This design comes from an exercise in tuning for small area, a short achievable clock period and few clock cycles on the open sky130 flow, not from production work. In this exercise RTL edits were held to simulation tests only and were not proved equivalent to the original.

==> run a: inputs <==
==> flow/design.v (excerpt) <==
module hmac_tag (
    input  wire        clk,
    input  wire        rst,
    input  wire        start,
    input  wire [31:0] key,
    input  wire [15:0] msg_len,
    output wire        ready,
    input  wire        in_valid,
    input  wire [7:0]  in_data,
    output wire        in_ready,
    output reg         done,
    output wire [31:0] tag
);
Settings: LEC_CHECK=0, CAP_MARGIN=20, CORE_MARGIN=2, CORE_UTILIZATION=55, CTS_CLUSTER_DIAMETER=70, CTS_CLUSTER_SIZE=30, SLEW_MARGIN=20; clock period 10.0 ns.
standard.sh (not shown) runs the stock make flow with config.mk's settings and CLKGATE_MAP_FILE= SYNTH_SCRIPT=/design/flow/synth_recipe.tcl, a recipe that flattens the netlist after the stock synthesis.
==> flow/flow/run.sh <==
#!/bin/bash
set -euo pipefail
bash standard.sh SETUP_SLACK_MARGIN=6 finish > standard.log 2>&1
==> inputs of run b, as changes to run a <==
--- a/flow/design.v
+++ b/flow/design.v
@@ -52,13 +52,10 @@
     reg         rdy_r, in_rdy_r;
     reg         bv;              
     reg  [7:0]  bd;
     reg  [23:0] acc;             
     reg  [1:0]  nacc;
-    reg  [31:0] fq0, fq1, fq2, fq3;
-    reg  [1:0]  fwp, frp;
-    reg  [2:0]  fc;
     reg  [15:0] rem;             
     reg         remz;            
     reg  [15:0] mlen;            
     reg         pend;            
     reg         khit;            
@@ -103,23 +100,12 @@
     wire kst_ok = (rs[R_RUN] & ~tkz) | rs[R_PRE] | (step & shld & (ph == 2'd3) & ~rbn[B_MSGN]) | sh5;
     wire kwfire = xv & kst_ok;
     wire p_can  = ~xv | kwfire;
     wire is_msg   = (pb[B_MSG1]) | (pb[B_MSGN]);
     wire sched    = |tin[5:4];
-    wire fne      = (fc != 3'd0);
-    wire data_end = remz & ~bv & ~fne;
+    wire data_end = remz & ~bv;
     wire bword    = bv & (nacc == 2'd3);
-    wire fpush    = bword & (fc != 3'd4);
-    reg  [31:0] fhead;
-    always @* begin
-        case (frp)
-            2'd0: fhead = fq0;
-            2'd1: fhead = fq1;
-            2'd2: fhead = fq2;
-            default: fhead = fq3;
-        endcase
-    end
     wire [1:0]  hsp = 2'd3 - tin[1:0] - ph;
     reg  [31:0] hsw;
     always @* begin
         case ({tin[2], hsp})
             3'd0: hsw = ha0; 3'd1: hsw = ha1; 3'd2: hsw = ha2; 3'd3: hsw = ha3;
@@ -148,13 +134,13 @@
         end
         if (pb[B_MSG1] | pb[B_MSGN]) begin
                 if (padded) begin
                     gen_ok = 1'b1;
                     wgen   = (tin[3:0] == 4'd15 && fin) ? {12'd0, bitlen} : 32'd0;
-                end else if (fne) begin
+                end else if (bword) begin
                     gen_ok = 1'b1;
-                    wgen   = fhead;
+                    wgen   = {acc, bd};
                 end else if (data_end) begin
                     gen_ok = 1'b1;
                     wgen   = padword;
                 end
         end
@@ -170,13 +156,13 @@
     end
     wire [31:0] wsched = ssig1(x1) + sp;
     wire        p_has  = (~pb[B_NONE]) & (sched ? ((~pb[B_OUT]) | (rb[B_OUT])) : gen_ok);
     wire        produce = p_has & p_can;
     wire [31:0] wnew   = sched ? wsched : wgen;
-    wire prod_f   = produce & ~sched & is_msg & ~padded & fne;        
-    wire prod_pad = produce & ~sched & is_msg & ~padded & ~fne;       
-    wire bcons    = bv & ((nacc != 2'd3) | fpush);
+    wire prod_b   = produce & ~sched & is_msg & ~padded & bword;      
+    wire prod_pad = produce & ~sched & is_msg & ~padded & ~bword;     
+    wire bcons    = bv & ((nacc != 2'd3) | prod_b);
     reg fin_n;
     always @* begin
         fin_n = fin;
         if (prod_pad) fin_n = (tin <= 6'd13);
     end
@@ -249,32 +235,24 @@
         if (rs[R_SH]) begin
             if (step && ph == 2'd3 && !(shld & rbn[B_MSGN])) rs_n = shld ? S_PRE : S_IDLE;
             if (sh5) rs_n = S_PRE;
         end
     end
-    wire [1:0] nacc_n = (fpush | prod_pad) ? 2'd0 : (bcons ? nacc + 2'd1 : nacc);
-    wire [2:0] fc_n   = fc + {2'd0, fpush} - {2'd0, prod_f};
+    wire [1:0] nacc_n = (prod_b | prod_pad) ? 2'd0 : (bcons ? nacc + 2'd1 : nacc);
     wire       bv_n   = take | (bv & ~bcons);
     wire [15:0] rem_m1 = rem - 16'd1;
     wire [15:0] rem_n = accept ? msg_len : (take ? rem_m1 : rem);
     wire       rem_nz_n = accept ? (msg_len != 16'd0) : (take ? (rem != 16'd1) : (rem != 16'd0));
     wire       xv_n   = produce | (xv & ~kwfire);
     wire       padded_n = ptrans ? ((pb_n[B_MSGN]) & padded) : (padded | prod_pad);
     wire       sched_n  = ptrans ? 1'b0 : (produce ? (tin >= 6'd15) : sched);
     wire       msg_n    = (pb_n[B_MSG1]) | (pb_n[B_MSGN]);
+    wire       pw_ok_n  = msg_n & ~sched_n & ~padded_n & ~xv_n;
     wire       pend_n   = accept | (pend & ~pend_start);
     always @(posedge clk) begin
         if (take) bd <= in_data;
-        if (bcons & (nacc != 2'd3)) acc <= {acc[15:0], bd};
-        if (fpush) begin
-            case (fwp)
-                2'd0: fq0 <= {acc, bd};
-                2'd1: fq1 <= {acc, bd};
-                2'd2: fq2 <= {acc, bd};
-                default: fq3 <= {acc, bd};
-            endcase
-        end
+        if (bcons & ~prod_b & (nacc != 2'd3)) acc <= {acc[15:0], bd};
         if (accept) begin
             mlen  <= msg_len;
             key_c <= key;
             keq   <= {key[31:24] == key_c[31:24], key[23:16] == key_c[23:16],
                       key[15:8] == key_c[15:8], key[7:0] == key_c[7:0]};
@@ -311,13 +289,10 @@
         if (rst) begin
             rdy_r    <= 1'b1;
             in_rdy_r <= 1'b0;
             bv       <= 1'b0;
             nacc     <= 2'd0;
-            fc       <= 3'd0;
-            fwp      <= 2'd0;
-            frp      <= 2'd0;
             rem      <= 16'd0;
             remz     <= 1'b1;
             pend     <= 1'b0;
             khit     <= 1'b0;
             kchk     <= 1'b0;
@@ -348,18 +323,15 @@
             rbn      <= O_NONE;
             done     <= 1'b0;
         end else begin
             bv       <= bv_n;
             nacc     <= nacc_n;
-            fc       <= fc_n;
-            if (fpush)  fwp <= fwp + 2'd1;
-            if (prod_f) frp <= frp + 2'd1;
             rem      <= rem_n;
             remz     <= ~rem_nz_n;
             pend     <= pend_n;
             rdy_r    <= ~pend_n & ((pb_n[B_OUT]) | (pb_n[B_NONE]));
-            in_rdy_r <= rem_nz_n & (~bv_n | (nacc_n != 2'd3) | (fc_n != 3'd4));
+            in_rdy_r <= rem_nz_n & (~bv_n | (nacc_n != 2'd3) | pw_ok_n);
             kchk <= accept;
             if (kchk) begin
                 khit   <= kvalid & (&keq);
                 kvalid <= kvalid & (&keq);
             end
==> inputs of run c, as changes to run a <==
--- a/flow/design.v
+++ b/flow/design.v
@@ -52,13 +52,10 @@
     reg         rdy_r, in_rdy_r;
     reg         bv;              
     reg  [7:0]  bd;
     reg  [23:0] acc;             
     reg  [1:0]  nacc;
-    reg  [31:0] fq0, fq1, fq2, fq3;
-    reg  [1:0]  fwp, frp;
-    reg  [2:0]  fc;
     reg  [15:0] rem;             
     reg         remz;            
     reg  [15:0] mlen;            
     reg         pend;            
     reg         khit;            
@@ -103,23 +100,12 @@
     wire kst_ok = (rs[R_RUN] & ~tkz) | rs[R_PRE] | (step & shld & (ph == 2'd3) & ~rbn[B_MSGN]) | sh5;
     wire kwfire = xv & kst_ok;
     wire p_can  = ~xv | kwfire;
     wire is_msg   = (pb[B_MSG1]) | (pb[B_MSGN]);
     wire sched    = |tin[5:4];
-    wire fne      = (fc != 3'd0);
-    wire data_end = remz & ~bv & ~fne;
+    wire data_end = remz & ~bv;
     wire bword    = bv & (nacc == 2'd3);
-    wire fpush    = bword & (fc != 3'd4);
-    reg  [31:0] fhead;
-    always @* begin
-        case (frp)
-            2'd0: fhead = fq0;
-            2'd1: fhead = fq1;
-            2'd2: fhead = fq2;
-            default: fhead = fq3;
-        endcase
-    end
     wire [1:0]  hsp = 2'd3 - tin[1:0] - ph;
     reg  [31:0] hsw;
     always @* begin
         case ({tin[2], hsp})
             3'd0: hsw = ha0; 3'd1: hsw = ha1; 3'd2: hsw = ha2; 3'd3: hsw = ha3;
@@ -148,13 +134,13 @@
         end
         if (pb[B_MSG1] | pb[B_MSGN]) begin
                 if (padded) begin
                     gen_ok = 1'b1;
                     wgen   = (tin[3:0] == 4'd15 && fin) ? {12'd0, bitlen} : 32'd0;
-                end else if (fne) begin
+                end else if (bword) begin
                     gen_ok = 1'b1;
-                    wgen   = fhead;
+                    wgen   = {acc, bd};
                 end else if (data_end) begin
                     gen_ok = 1'b1;
                     wgen   = padword;
                 end
         end
@@ -170,13 +156,13 @@
     end
     wire [31:0] wsched = ssig1(x1) + sp;
     wire        p_has  = (~pb[B_NONE]) & (sched ? ((~pb[B_OUT]) | (rb[B_OUT])) : gen_ok);
     wire        produce = p_has & p_can;
     wire [31:0] wnew   = sched ? wsched : wgen;
-    wire prod_f   = produce & ~sched & is_msg & ~padded & fne;        
-    wire prod_pad = produce & ~sched & is_msg & ~padded & ~fne;       
-    wire bcons    = bv & ((nacc != 2'd3) | fpush);
+    wire prod_b   = produce & ~sched & is_msg & ~padded & bword;      
+    wire prod_pad = produce & ~sched & is_msg & ~padded & ~bword;     
+    wire bcons    = bv & ((nacc != 2'd3) | prod_b);
     reg fin_n;
     always @* begin
         fin_n = fin;
         if (prod_pad) fin_n = (tin <= 6'd13);
     end
@@ -249,44 +235,36 @@
         if (rs[R_SH]) begin
             if (step && ph == 2'd3 && !(shld & rbn[B_MSGN])) rs_n = shld ? S_PRE : S_IDLE;
             if (sh5) rs_n = S_PRE;
         end
     end
-    wire [1:0] nacc_n = (fpush | prod_pad) ? 2'd0 : (bcons ? nacc + 2'd1 : nacc);
-    wire [2:0] fc_n   = fc + {2'd0, fpush} - {2'd0, prod_f};
+    wire [1:0] nacc_n = (prod_b | prod_pad) ? 2'd0 : (bcons ? nacc + 2'd1 : nacc);
     wire       bv_n   = take | (bv & ~bcons);
     wire [15:0] rem_m1 = rem - 16'd1;
     wire [15:0] rem_n = accept ? msg_len : (take ? rem_m1 : rem);
     wire       rem_nz_n = accept ? (msg_len != 16'd0) : (take ? (rem != 16'd1) : (rem != 16'd0));
     wire       xv_n   = produce | (xv & ~kwfire);
     wire       padded_n = ptrans ? ((pb_n[B_MSGN]) & padded) : (padded | prod_pad);
     wire       sched_n  = ptrans ? 1'b0 : (produce ? (tin >= 6'd15) : sched);
     wire       msg_n    = (pb_n[B_MSG1]) | (pb_n[B_MSGN]);
+    wire       pw_ok_n  = msg_n & ~sched_n & ~padded_n & ~xv_n;
     wire       pend_n   = accept | (pend & ~pend_start);
     always @(posedge clk) begin
         if (take) bd <= in_data;
-        if (bcons & (nacc != 2'd3)) acc <= {acc[15:0], bd};
-        if (fpush) begin
-            case (fwp)
-                2'd0: fq0 <= {acc, bd};
-                2'd1: fq1 <= {acc, bd};
-                2'd2: fq2 <= {acc, bd};
-                default: fq3 <= {acc, bd};
-            endcase
-        end
+        if (bcons & ~prod_b & (nacc != 2'd3)) acc <= {acc[15:0], bd};
         if (accept) begin
             mlen  <= msg_len;
             key_c <= key;
             keq   <= {key[31:24] == key_c[31:24], key[23:16] == key_c[23:16],
                       key[15:8] == key_c[15:8], key[7:0] == key_c[7:0]};
         end
         if (produce) begin
             {x15, x14, x13, x12, x11, x10, x9, x8, x7, x6, x5, x4, x3, x2, x1}
                 <= {x14, x13, x12, x11, x10, x9, x8, x7, x6, x5, x4, x3, x2, x1, x0};
             x0 <= wnew;
+            sp <= x5 + ssig0(x13) + x14;
         end
-        sp <= x5 + ssig0(x13) + x14;
         gm <= gp + gq;
         dl <= dp + dq;
         if (afire | shf) begin
             d <= c; c <= b; b <= a;
             a <= afire ? a_n : nxa;
@@ -311,13 +289,10 @@
         if (rst) begin
             rdy_r    <= 1'b1;
             in_rdy_r <= 1'b0;
             bv       <= 1'b0;
             nacc     <= 2'd0;
-            fc       <= 3'd0;
-            fwp      <= 2'd0;
-            frp      <= 2'd0;
             rem      <= 16'd0;
             remz     <= 1'b1;
             pend     <= 1'b0;
             khit     <= 1'b0;
             kchk     <= 1'b0;
@@ -348,18 +323,15 @@
             rbn      <= O_NONE;
             done     <= 1'b0;
         end else begin
             bv       <= bv_n;
             nacc     <= nacc_n;
-            fc       <= fc_n;
-            if (fpush)  fwp <= fwp + 2'd1;
-            if (prod_f) frp <= frp + 2'd1;
             rem      <= rem_n;
             remz     <= ~rem_nz_n;
             pend     <= pend_n;
             rdy_r    <= ~pend_n & ((pb_n[B_OUT]) | (pb_n[B_NONE]));
-            in_rdy_r <= rem_nz_n & (~bv_n | (nacc_n != 2'd3) | (fc_n != 3'd4));
+            in_rdy_r <= rem_nz_n & (~bv_n | (nacc_n != 2'd3) | pw_ok_n);
             kchk <= accept;
             if (kchk) begin
                 khit   <= kvalid & (&keq);
                 kvalid <= kvalid & (&keq);
             end
==> flow/run.sh (new file) <==
#!/bin/bash
# synth_recipe.tcl (not shown) runs the flow's synth.tcl, then flattens the netlist and writes it again
# the make line also repeats each setting of config.mk as NAME=value (left out here)
make -C /OpenROAD-flow-scripts/flow DESIGN_CONFIG=/design/flow/config.mk WORK_HOME=/design/flow/orfs CLKGATE_MAP_FILE= SYNTH_SCRIPT=/design/flow/synth_recipe.tcl finish
- CTS_CLUSTER_DIAMETER: 70 -> default
- CTS_CLUSTER_SIZE: 30 -> default
- SETUP_SLACK_MARGIN: default -> 5
removed: flow/flow/run.sh
removed: flow/standard.sh
==> inputs of run d, as changes to run a <==
--- a/flow/design.v
+++ b/flow/design.v
@@ -52,13 +52,13 @@
     reg         rdy_r, in_rdy_r;
     reg         bv;              
     reg  [7:0]  bd;
     reg  [23:0] acc;             
     reg  [1:0]  nacc;
-    reg  [31:0] fq0, fq1, fq2, fq3;
-    reg  [1:0]  fwp, frp;
-    reg  [2:0]  fc;
+    reg  [31:0] fq0, fq1, fq2, fq3, fq4, fq5, fq6, fq7;
+    reg  [2:0]  fwp, frp;
+    reg  [3:0]  fc;
     reg  [15:0] rem;             
     reg         remz;            
     reg  [15:0] mlen;            
     reg         pend;            
     reg         khit;            
@@ -103,21 +103,19 @@
     wire kst_ok = (rs[R_RUN] & ~tkz) | rs[R_PRE] | (step & shld & (ph == 2'd3) & ~rbn[B_MSGN]) | sh5;
     wire kwfire = xv & kst_ok;
     wire p_can  = ~xv | kwfire;
     wire is_msg   = (pb[B_MSG1]) | (pb[B_MSGN]);
     wire sched    = |tin[5:4];
-    wire fne      = (fc != 3'd0);
+    wire fne      = (fc != 4'd0);
     wire data_end = remz & ~bv & ~fne;
     wire bword    = bv & (nacc == 2'd3);
-    wire fpush    = bword & (fc != 3'd4);
+    wire fpush    = bword & (fc != 4'd8);
     reg  [31:0] fhead;
     always @* begin
         case (frp)
-            2'd0: fhead = fq0;
-            2'd1: fhead = fq1;
-            2'd2: fhead = fq2;
-            default: fhead = fq3;
+            3'd0: fhead = fq0; 3'd1: fhead = fq1; 3'd2: fhead = fq2; 3'd3: fhead = fq3;
+            3'd4: fhead = fq4; 3'd5: fhead = fq5; 3'd6: fhead = fq6; default: fhead = fq7;
         endcase
     end
     wire [1:0]  hsp = 2'd3 - tin[1:0] - ph;
     reg  [31:0] hsw;
     always @* begin
@@ -250,11 +248,11 @@
             if (step && ph == 2'd3 && !(shld & rbn[B_MSGN])) rs_n = shld ? S_PRE : S_IDLE;
             if (sh5) rs_n = S_PRE;
         end
     end
     wire [1:0] nacc_n = (fpush | prod_pad) ? 2'd0 : (bcons ? nacc + 2'd1 : nacc);
-    wire [2:0] fc_n   = fc + {2'd0, fpush} - {2'd0, prod_f};
+    wire [3:0] fc_n   = fc + {3'd0, fpush} - {3'd0, prod_f};
     wire       bv_n   = take | (bv & ~bcons);
     wire [15:0] rem_m1 = rem - 16'd1;
     wire [15:0] rem_n = accept ? msg_len : (take ? rem_m1 : rem);
     wire       rem_nz_n = accept ? (msg_len != 16'd0) : (take ? (rem != 16'd1) : (rem != 16'd0));
     wire       xv_n   = produce | (xv & ~kwfire);
@@ -265,14 +263,12 @@
     always @(posedge clk) begin
         if (take) bd <= in_data;
         if (bcons & (nacc != 2'd3)) acc <= {acc[15:0], bd};
         if (fpush) begin
             case (fwp)
-                2'd0: fq0 <= {acc, bd};
-                2'd1: fq1 <= {acc, bd};
-                2'd2: fq2 <= {acc, bd};
-                default: fq3 <= {acc, bd};
+                3'd0: fq0 <= {acc, bd}; 3'd1: fq1 <= {acc, bd}; 3'd2: fq2 <= {acc, bd}; 3'd3: fq3 <= {acc, bd};
+                3'd4: fq4 <= {acc, bd}; 3'd5: fq5 <= {acc, bd}; 3'd6: fq6 <= {acc, bd}; default: fq7 <= {acc, bd};
             endcase
         end
         if (accept) begin
             mlen  <= msg_len;
             key_c <= key;
@@ -311,13 +307,13 @@
         if (rst) begin
             rdy_r    <= 1'b1;
             in_rdy_r <= 1'b0;
             bv       <= 1'b0;
             nacc     <= 2'd0;
-            fc       <= 3'd0;
-            fwp      <= 2'd0;
-            frp      <= 2'd0;
+            fc       <= 4'd0;
+            fwp      <= 3'd0;
+            frp      <= 3'd0;
             rem      <= 16'd0;
             remz     <= 1'b1;
             pend     <= 1'b0;
             khit     <= 1'b0;
             kchk     <= 1'b0;
@@ -349,17 +345,17 @@
             done     <= 1'b0;
         end else begin
             bv       <= bv_n;
             nacc     <= nacc_n;
             fc       <= fc_n;
-            if (fpush)  fwp <= fwp + 2'd1;
-            if (prod_f) frp <= frp + 2'd1;
+            if (fpush)  fwp <= fwp + 3'd1;
+            if (prod_f) frp <= frp + 3'd1;
             rem      <= rem_n;
             remz     <= ~rem_nz_n;
             pend     <= pend_n;
             rdy_r    <= ~pend_n & ((pb_n[B_OUT]) | (pb_n[B_NONE]));
-            in_rdy_r <= rem_nz_n & (~bv_n | (nacc_n != 2'd3) | (fc_n != 3'd4));
+            in_rdy_r <= rem_nz_n & (~bv_n | (nacc_n != 2'd3) | (fc_n != 4'd8));
             kchk <= accept;
             if (kchk) begin
                 khit   <= kvalid & (&keq);
                 kvalid <= kvalid & (&keq);
             end
==> flow_metrics.env <==
export IMPL_cts_buffers=121
export IMPL_r2r_start="e[26]"
export IMPL_route_met3_wl_um=26700
export IMPL_synthesis_nets=7869
export IMPL_synth_area_leaders="edfxtp_1, dfxtp_1, ha_1, fa_1, xnor2_1"
export IMPL_inverters_excl_clock=562
export IMPL_pre_cts_slack_ns=4.982
export IMPL_met2WireLength_um=117800
export IMPL_outcome="complete, no violations"
The numbers above come from run a.

==> flow_metrics.env <==
export IMPL_synth_area_leaders="edfxtp_1, dfxtp_1, ha_1, fa_1, xnor2_1"
export IMPL_overflow=0
export IMPL_r2r_start="hs_g"
export IMPL_pre_cts_slack_ns=5.009
export IMPL_synthesis_nets=8491
export IMPL_outcome="complete, no violations"
export IMPL_syn_inst=7901
export IMPL_route_met3_wl_um=30380
export IMPL_vias=66088
export IMPL_inverters_excl_clock=564
export IMPL_grt_pass1_vias=61218
export IMPL_swShare=0.3239
The numbers above come from run d.

==> flow_metrics.env <==
export IMPL_outcome="complete, no violations"
export IMPL_dpl_cell_area_um2=85660
export IMPL_synth_top_area_cell="edfxtp_1"
export IMPL_synth_top_area_share=0.3216
export IMPL_avgViaCountPerCell=6.143
export IMPL_pre_cts_slack_ns=4.875
export IMPL_drt_pre_antenna_iters=8
export IMPL_met2WireLength_um=113600
export IMPL_antenna_found_initial=10
export IMPL_cts_buffers=185
export IMPL_synth_area_leaders="edfxtp_1, dfxtp_1, ha_1, fa_1, xnor2_1"
export IMPL_maxPowerGroup="registers"
export IMPL_synthesis_nets=7621
export IMPL_r2r_start="rb[3]"
export IMPL_route_met3_wl_um=23770
export IMPL_inverters_excl_clock=565
The numbers above come from run c.

==> flow_metrics.env <==
export IMPL_route_met3_wl_um=29520
export IMPL_multi_input_area_share=0.3844
export IMPL_synthesis_nets=7872
export IMPL_power_density_nw_per_um2=203.0
export IMPL_synth_area_leaders="edfxtp_1, dfxtp_1, ha_1, fa_1, xnor2_1"
export IMPL_outcome="complete, no violations"
export IMPL_synth_simple_area_share=0.09158
export IMPL_syn_avg_cell_area_um2=11.26
export IMPL_cts_buffers=111
export IMPL_met2WireLength_um=115700
export IMPL_r2r_start="hs_g"
export IMPL_vias=59843
The numbers above come from run b.

Testbench counts of run a, summed over its fixed seeds: cycles 65,344.
Testbench counts of run b, summed over its fixed seeds: cycles 70,868.
Testbench counts of run c, summed over its fixed seeds: cycles 70,868.
Testbench counts of run d, summed over its fixed seeds: cycles 61,400.

==> what the ideal ports hide <==
The flow's constraints put no driver on any port. The routed layouts listed below were extracted and timed again, unchanged, in two steps. Step 1 assumes that a clkbuf_16 drives the clock port and a buf_2 every other input. Step 2 times the ports against the registers' clock, not the clock port: input delays grow and output delays shrink by t, the midpoint of the rising clock arrivals with the driver on. Slacks: ideal ports / drivers / drivers and shift; pairs: ideal ports / drivers.
run	shift t [ns]	setup slack, ns	worst hold slack (ns)	clock arrival spread, ns	worst register clock-pin slew, ns
run a	0.858	5.808 / 5.808 / 5.808	0.314 / 0.314 / 0.314	0.060 / 0.060	0.11 / 0.11
run b	0.858	5.802 / 5.802 / 5.713	0.313 / 0.313 / 0.313	0.050 / 0.050	0.11 / 0.11
run c	0.888	5.005 / 5.005 / 5.005	0.269 / 0.269 / 0.269	0.088 / 0.088	0.07 / 0.07
run d	0.907	5.389 / 5.389 / 5.389	0.308 / 0.308 / 0.308	0.053 / 0.053	0.11 / 0.11
After both steps every run listed still meets setup and hold. The setup slack of run b, which loses most, moves by 0.000 ns with the drivers and by -0.089 ns with both steps.
